This design comes from an exercise in tuning for small area and few clock cycles on the open sky130 flow, not from production work.
Only simulation tests tie the RTL to the original design; equivalence was not proved.
No activity file was given, so power comes from the tool's default toggle rates.

## framer_tx
module framer_tx (
    input  wire        clk,
    input  wire        rst,
    input  wire        seq_reset,
    input  wire        cmd_valid,
    output wire        cmd_ready,
    input  wire [2:0]  cmd_version,
    input  wire        cmd_packet_type,
    input  wire        cmd_sec_hdr_flag,
    input  wire [15:0] cmd_apid,
    input  wire [1:0]  cmd_seq_flags,
    input  wire [47:0] cmd_timing_info,
    input  wire [7:0]  cmd_segment_number,
    input  wire [7:0]  cmd_function_code,
    input  wire [15:0] cmd_address_code,
    input  wire [16:0] cmd_payload_len,
    input  wire        cmd_include_sync,
    input  wire        pl_valid,
    output wire        pl_ready,
    input  wire [7:0]  pl_byte,
    output reg         out_valid,
    input  wire        out_ready,
    output reg  [7:0]  out_byte,
    output wire        out_last,
    output reg         err_valid
);
Size: about 660 cells after synthesis, roughly 150 I/O pins.
==> flow/config.mk <==
export PLATFORM = sky130hd
export DESIGN_NAME = framer_tx
export DESIGN_NICKNAME = framer_tx
export VERILOG_FILES = /design/flow/design.v
export SDC_FILE = /design/flow/constraint.sdc
export NUM_CORES = 4
export LEC_CHECK = 0
export CAP_MARGIN = 20
export CORE_MARGIN = 2
export CORE_UTILIZATION = 60
export SLEW_MARGIN = 20
==> flow/constraint.sdc <==
create_clock -name core_clock -period 5.0 [get_ports {clk}]
set_input_delay 1.0000 -clock core_clock [delete_from_list [all_inputs] [get_ports {clk}]]
set_output_delay 1.0000 -clock core_clock [all_outputs]
set_load 0.01 [all_outputs]
standard.sh (not shown) runs the stock make flow with config.mk's settings and CLKGATE_MAP_FILE= SYNTH_SCRIPT=/design/flow/synth_recipe.tcl, a recipe that flattens the netlist after the stock synthesis.
==> flow/flow/run.sh <==
#!/bin/bash
# Standard synthesis, then an area re-mapping of its combinational logic
# (registers untouched: same cells, same names), then the standard layout
# with buf_1 port buffers and a small CTS without dummy loads.
set -uo pipefail
RES=orfs/results/${FLOW_PLATFORM}/framer_tx/base
LIB=${FLOW_HOME}/platforms/${FLOW_PLATFORM}/lib/sky130_fd_sc_hd__tt_025C_1v80.lib

bash standard.sh synth > synth.log 2>&1 || exit 1

cp $RES/1_2_yosys.v 1_2_yosys.std.v
sed "s#@LIB@#${LIB}#g" flow/reopt.ys > reopt.ys
if yosys -s reopt.ys > reopt.log 2>&1 && [ -s 1_2_yosys.reopt.v ]; then
  cp 1_2_yosys.reopt.v $RES/1_2_yosys.v
  touch $RES/1_2_yosys.v
fi

export BUFFER_PORTS_ARGS="-buffer_cell sky130_fd_sc_hd__buf_1"
export CTS_ARGS="-sink_clustering_enable -repair_clock_nets -dont_use_dummy_load -buf_list sky130_fd_sc_hd__clkbuf_4 -root_buf sky130_fd_sc_hd__clkbuf_8 -tree_buf sky130_fd_sc_hd__clkbuf_4"
bash standard.sh > standard.log 2>&1
==> flow/flow/abc.constr <==
set_driving_cell sky130_fd_sc_hd__buf_1
set_load 10.0
==> flow/flow/deep.abc <==
strash
&get -n
&deepsyn -T 60
&put
dch -f
amap
topo
stime -c
buffer -c
upsize -c
dnsize -c
==> flow/flow/reopt.ys <==
# re-map the combinational logic of the standard synthesis for area;
# the registers stay the same cells with the same names
read_liberty -ignore_miss_func @LIB@
read_verilog 1_2_yosys.std.v
hierarchy -top framer_tx
setattr -mod -set keep_hierarchy 1 sky130_fd_sc_hd__dfxtp_* sky130_fd_sc_hd__edfxtp_*
flatten
blackbox sky130_fd_sc_hd__dfxtp_* sky130_fd_sc_hd__edfxtp_*
opt -purge
abc -D 5000 -constr flow/abc.constr -script flow/deep.abc -liberty @LIB@ -dont_use *probe* -dont_use *lpflow*
setundef -zero
opt_clean -purge
hilomap -singleton -hicell sky130_fd_sc_hd__conb_1 HI -locell sky130_fd_sc_hd__conb_1 LO
insbuf -buf sky130_fd_sc_hd__buf_4 A X
opt_clean -purge
hierarchy -top framer_tx
tee -o reopt_stat.txt stat -liberty @LIB@
write_verilog -noattr -nohex -nodec 1_2_yosys.reopt.v
The baseline went through all stages and came out clean.
Testbench counts at the start, summed over its fixed seeds: cycles 39,187.
Change:
--- a/flow/flow/run.sh
+++ b/flow/flow/run.sh
@@ -17,4 +17,4 @@
 
 export BUFFER_PORTS_ARGS="-buffer_cell sky130_fd_sc_hd__buf_1"
-export CTS_ARGS="-sink_clustering_enable -repair_clock_nets -dont_use_dummy_load -buf_list sky130_fd_sc_hd__clkbuf_4 -root_buf sky130_fd_sc_hd__clkbuf_8 -tree_buf sky130_fd_sc_hd__clkbuf_4"
+export CTS_ARGS="-sink_clustering_enable -repair_clock_nets -dont_use_dummy_load -buf_list sky130_fd_sc_hd__clkbuf_4 -root_buf sky130_fd_sc_hd__clkbuf_8"
 bash standard.sh > standard.log 2>&1
- CAP_MARGIN: 20 -> 0
- CORE_UTILIZATION: 60 -> 40
- SLEW_MARGIN: 20 -> 0
Clock-buffer cell count does not change.
Critical path depth is lower by 7.
Die area came out higher by 48%.
Total power is about the same.
Final cell count went up by 5.3%.
Synthesized area does not change.
Synthesized cell count is unchanged.
Change:
==> flow/flow/run.sh (replaced) <==
#!/bin/bash
# Standard synthesis; then its combinational logic is re-mapped for area
# (registers untouched: same cells, same names) in a few rounds of ABC
# deepsyn runs with different seeds, keeping the smallest netlist; then the
# standard layout with buf_1 port buffers and a small CTS without dummy loads.
set -uo pipefail
RES=orfs/results/${FLOW_PLATFORM}/framer_tx/base
LIB=${FLOW_HOME}/platforms/${FLOW_PLATFORM}/lib/sky130_fd_sc_hd__tt_025C_1v80.lib
NJ=${NUM_CORES:-4}
ROUNDS=3
T=120

bash standard.sh synth > synth.log 2>&1 || exit 1
cp $RES/1_2_yosys.v 1_2_yosys.std.v

area() { grep "Chip area for module" "$1" | awk '{print $NF}'; }
mkdir -p reopt
best=1_2_yosys.std.v
best_area=999999999
seed=1
for r in $(seq 1 $ROUNDS); do
  for j in $(seq 1 $NJ); do
    o=reopt/r${r}_s${seed}
    sed "s#@T@#$T#; s#@S@#$seed#" flow/deep.abc > $o.abc
    sed "s#@LIB@#${LIB}#g; s#@IN@#$best#; s#@ABC@#$o.abc#; s#@OUT@#$o#g" flow/reopt.ys > $o.ys
    (yosys -s $o.ys > $o.log 2>&1) &
    seed=$((seed + 1))
  done
  wait
  for s in reopt/r${r}_s*.stat; do
    o=${s%.stat}
    a=$(area $s)
    [ -n "$a" ] && [ -s $o.v ] || continue
    echo "round $r $o area $a" >> reopt.log
    if awk -v a="$a" -v b="$best_area" 'BEGIN{exit !(a < b)}'; then
      best=$o.v; best_area=$a
    fi
  done
  echo "round $r best $best $best_area" >> reopt.log
done

if [ "$best" != 1_2_yosys.std.v ]; then
  cp $best 1_2_yosys.reopt.v
  cp 1_2_yosys.reopt.v $RES/1_2_yosys.v
  touch $RES/1_2_yosys.v
fi

export BUFFER_PORTS_ARGS="-buffer_cell sky130_fd_sc_hd__buf_1"
export CTS_ARGS="-sink_clustering_enable -repair_clock_nets -dont_use_dummy_load -buf_list sky130_fd_sc_hd__clkbuf_4 -root_buf sky130_fd_sc_hd__clkbuf_8"
bash standard.sh > standard.log 2>&1
==> flow/flow/deep.abc (replaced) <==
strash
&get -n
&deepsyn -T @T@ -S @S@
&put
dch -f
amap
topo
stime -c
buffer -c
upsize -c
dnsize -c
==> flow/flow/reopt.ys (replaced) <==
# re-map the combinational logic of a netlist for area; the registers
# stay the same cells with the same names
read_liberty -ignore_miss_func @LIB@
read_verilog @IN@
hierarchy -top framer_tx
setattr -mod -set keep_hierarchy 1 sky130_fd_sc_hd__dfxtp_* sky130_fd_sc_hd__edfxtp_*
flatten
blackbox sky130_fd_sc_hd__dfxtp_* sky130_fd_sc_hd__edfxtp_*
opt -purge
abc -D 5000 -constr flow/abc.constr -script @ABC@ -liberty @LIB@ -dont_use *probe* -dont_use *lpflow*
setundef -zero
opt_clean -purge
hilomap -singleton -hicell sky130_fd_sc_hd__conb_1 HI -locell sky130_fd_sc_hd__conb_1 LO
insbuf -buf sky130_fd_sc_hd__buf_4 A X
opt_clean -purge
hierarchy -top framer_tx
tee -o @OUT@.stat stat -liberty @LIB@
write_verilog -noattr -nohex -nodec @OUT@.v
- CAP_MARGIN: 0 -> 20
- CORE_UTILIZATION: 40 -> 60
- SLEW_MARGIN: 0 -> 20
What happened:
- The changed run finished clean
- final area came out lower by 0.47%
- register-to-register slack gets worse by 180 ps
- area after synthesis came out lower by 3.9%
- combinational power came out higher by 57%
- wire length came out lower by 5.5%
- clock-buffer cell count stays the same
- die area came out lower by 35%
- utilization came out higher by 28 points
- total power came out higher by 23%
Change:
==> flow/flow/run.sh (replaced) <==
#!/bin/bash
# Standard synthesis, then an area re-mapping of its combinational logic
# (registers untouched: same cells, same names), then the standard layout
# with buf_1 port buffers and a small CTS without dummy loads.
set -uo pipefail
RES=orfs/results/${FLOW_PLATFORM}/framer_tx/base
LIB=${FLOW_HOME}/platforms/${FLOW_PLATFORM}/lib/sky130_fd_sc_hd__tt_025C_1v80.lib

bash standard.sh synth > synth.log 2>&1 || exit 1

cp $RES/1_2_yosys.v 1_2_yosys.std.v
sed "s#@LIB@#${LIB}#g" flow/reopt.ys > reopt.ys
if yosys -s reopt.ys > reopt.log 2>&1 && [ -s 1_2_yosys.reopt.v ]; then
  cp 1_2_yosys.reopt.v $RES/1_2_yosys.v
  touch $RES/1_2_yosys.v
fi

export BUFFER_PORTS_ARGS="-buffer_cell sky130_fd_sc_hd__buf_1"
export CTS_ARGS="-sink_clustering_enable -repair_clock_nets -dont_use_dummy_load -buf_list sky130_fd_sc_hd__clkbuf_4 -root_buf sky130_fd_sc_hd__clkbuf_8"
bash standard.sh > standard.log 2>&1
==> flow/flow/deep.abc (replaced) <==
strash
&get -n
&deepsyn -T 60
&put
dch -f
amap
topo
stime -c
buffer -c
upsize -c
dnsize -c
==> flow/flow/reopt.ys (replaced) <==
# re-map the combinational logic of the standard synthesis for area;
# the registers stay the same cells with the same names
read_liberty -ignore_miss_func @LIB@
read_verilog 1_2_yosys.std.v
hierarchy -top framer_tx
setattr -mod -set keep_hierarchy 1 sky130_fd_sc_hd__dfxtp_* sky130_fd_sc_hd__edfxtp_*
flatten
blackbox sky130_fd_sc_hd__dfxtp_* sky130_fd_sc_hd__edfxtp_*
opt -purge
abc -D 5000 -constr flow/abc.constr -script flow/deep.abc -liberty @LIB@ -dont_use *probe* -dont_use *lpflow*
setundef -zero
opt_clean -purge
hilomap -singleton -hicell sky130_fd_sc_hd__conb_1 HI -locell sky130_fd_sc_hd__conb_1 LO
insbuf -buf sky130_fd_sc_hd__buf_4 A X
opt_clean -purge
hierarchy -top framer_tx
tee -o reopt_stat.txt stat -liberty @LIB@
write_verilog -noattr -nohex -nodec 1_2_yosys.reopt.v
- CORE_UTILIZATION: 60 -> 70
The new run finished with timing, DRC and antenna clean. Power goes down by about a fifth. Register-to-register slack got worse by 50 ps. Worst hold slack improved by 11 ps. Global-route usage goes up by 6.3 points. Count of clock-buffer cells in the layout does not change. Routed wire length goes up by a few percent. Final area goes down by a few percent. Non-clock buffer count goes down by 31. Area after synthesis goes up by a few percent.

afterwards: timing with drivers on the ports:
The flow's constraints put no driver on any port. The routed layouts listed below were extracted and timed again, unchanged, in two steps.
Step 1: set_driving_cell puts a clkbuf_16 on clk and a buf_2 on each other input, an assumption about the parent block.
Step 2, shift: input delay + t, output delay - t, t = (earliest + latest rising clock arrival at the registers) / 2. This alone moves slack from input paths to output paths.
a / b / c = ideal / step 1 / step 2; a / b = the first two.
| run | shift t [ns] | slack for setup (ns) | hold WS [ns] | slew at the worst register clock pin (ns) | worst data-port slew with drivers (ns) |
|---|---|---|---|---|---|
| the first run | 0.380 | 0.465 / 0.438 / 0.092 | 0.466 / 0.466 / 0.466 | 0.09 / 0.09 | 0.04 |
| the second run | 0.374 | 0.492 / 0.464 / 0.215 | 0.461 / 0.461 / 0.461 | 0.07 / 0.07 | 0.05 |
| the third run | 0.370 | 0.270 / 0.273 / -0.097 | 0.458 / 0.458 / 0.458 | 0.07 / 0.07 | 0.05 |
| the fourth run | 0.369 | 0.320 / 0.320 / -0.021 | 0.469 / 0.469 / 0.469 | 0.07 / 0.07 | 0.05 |
Met with ideal ports but missed after step 2: setup timing in the third run and the fourth run. The setup slack of the first run, which loses most, moves by -0.027 ns with the drivers and by -0.373 ns with both steps.
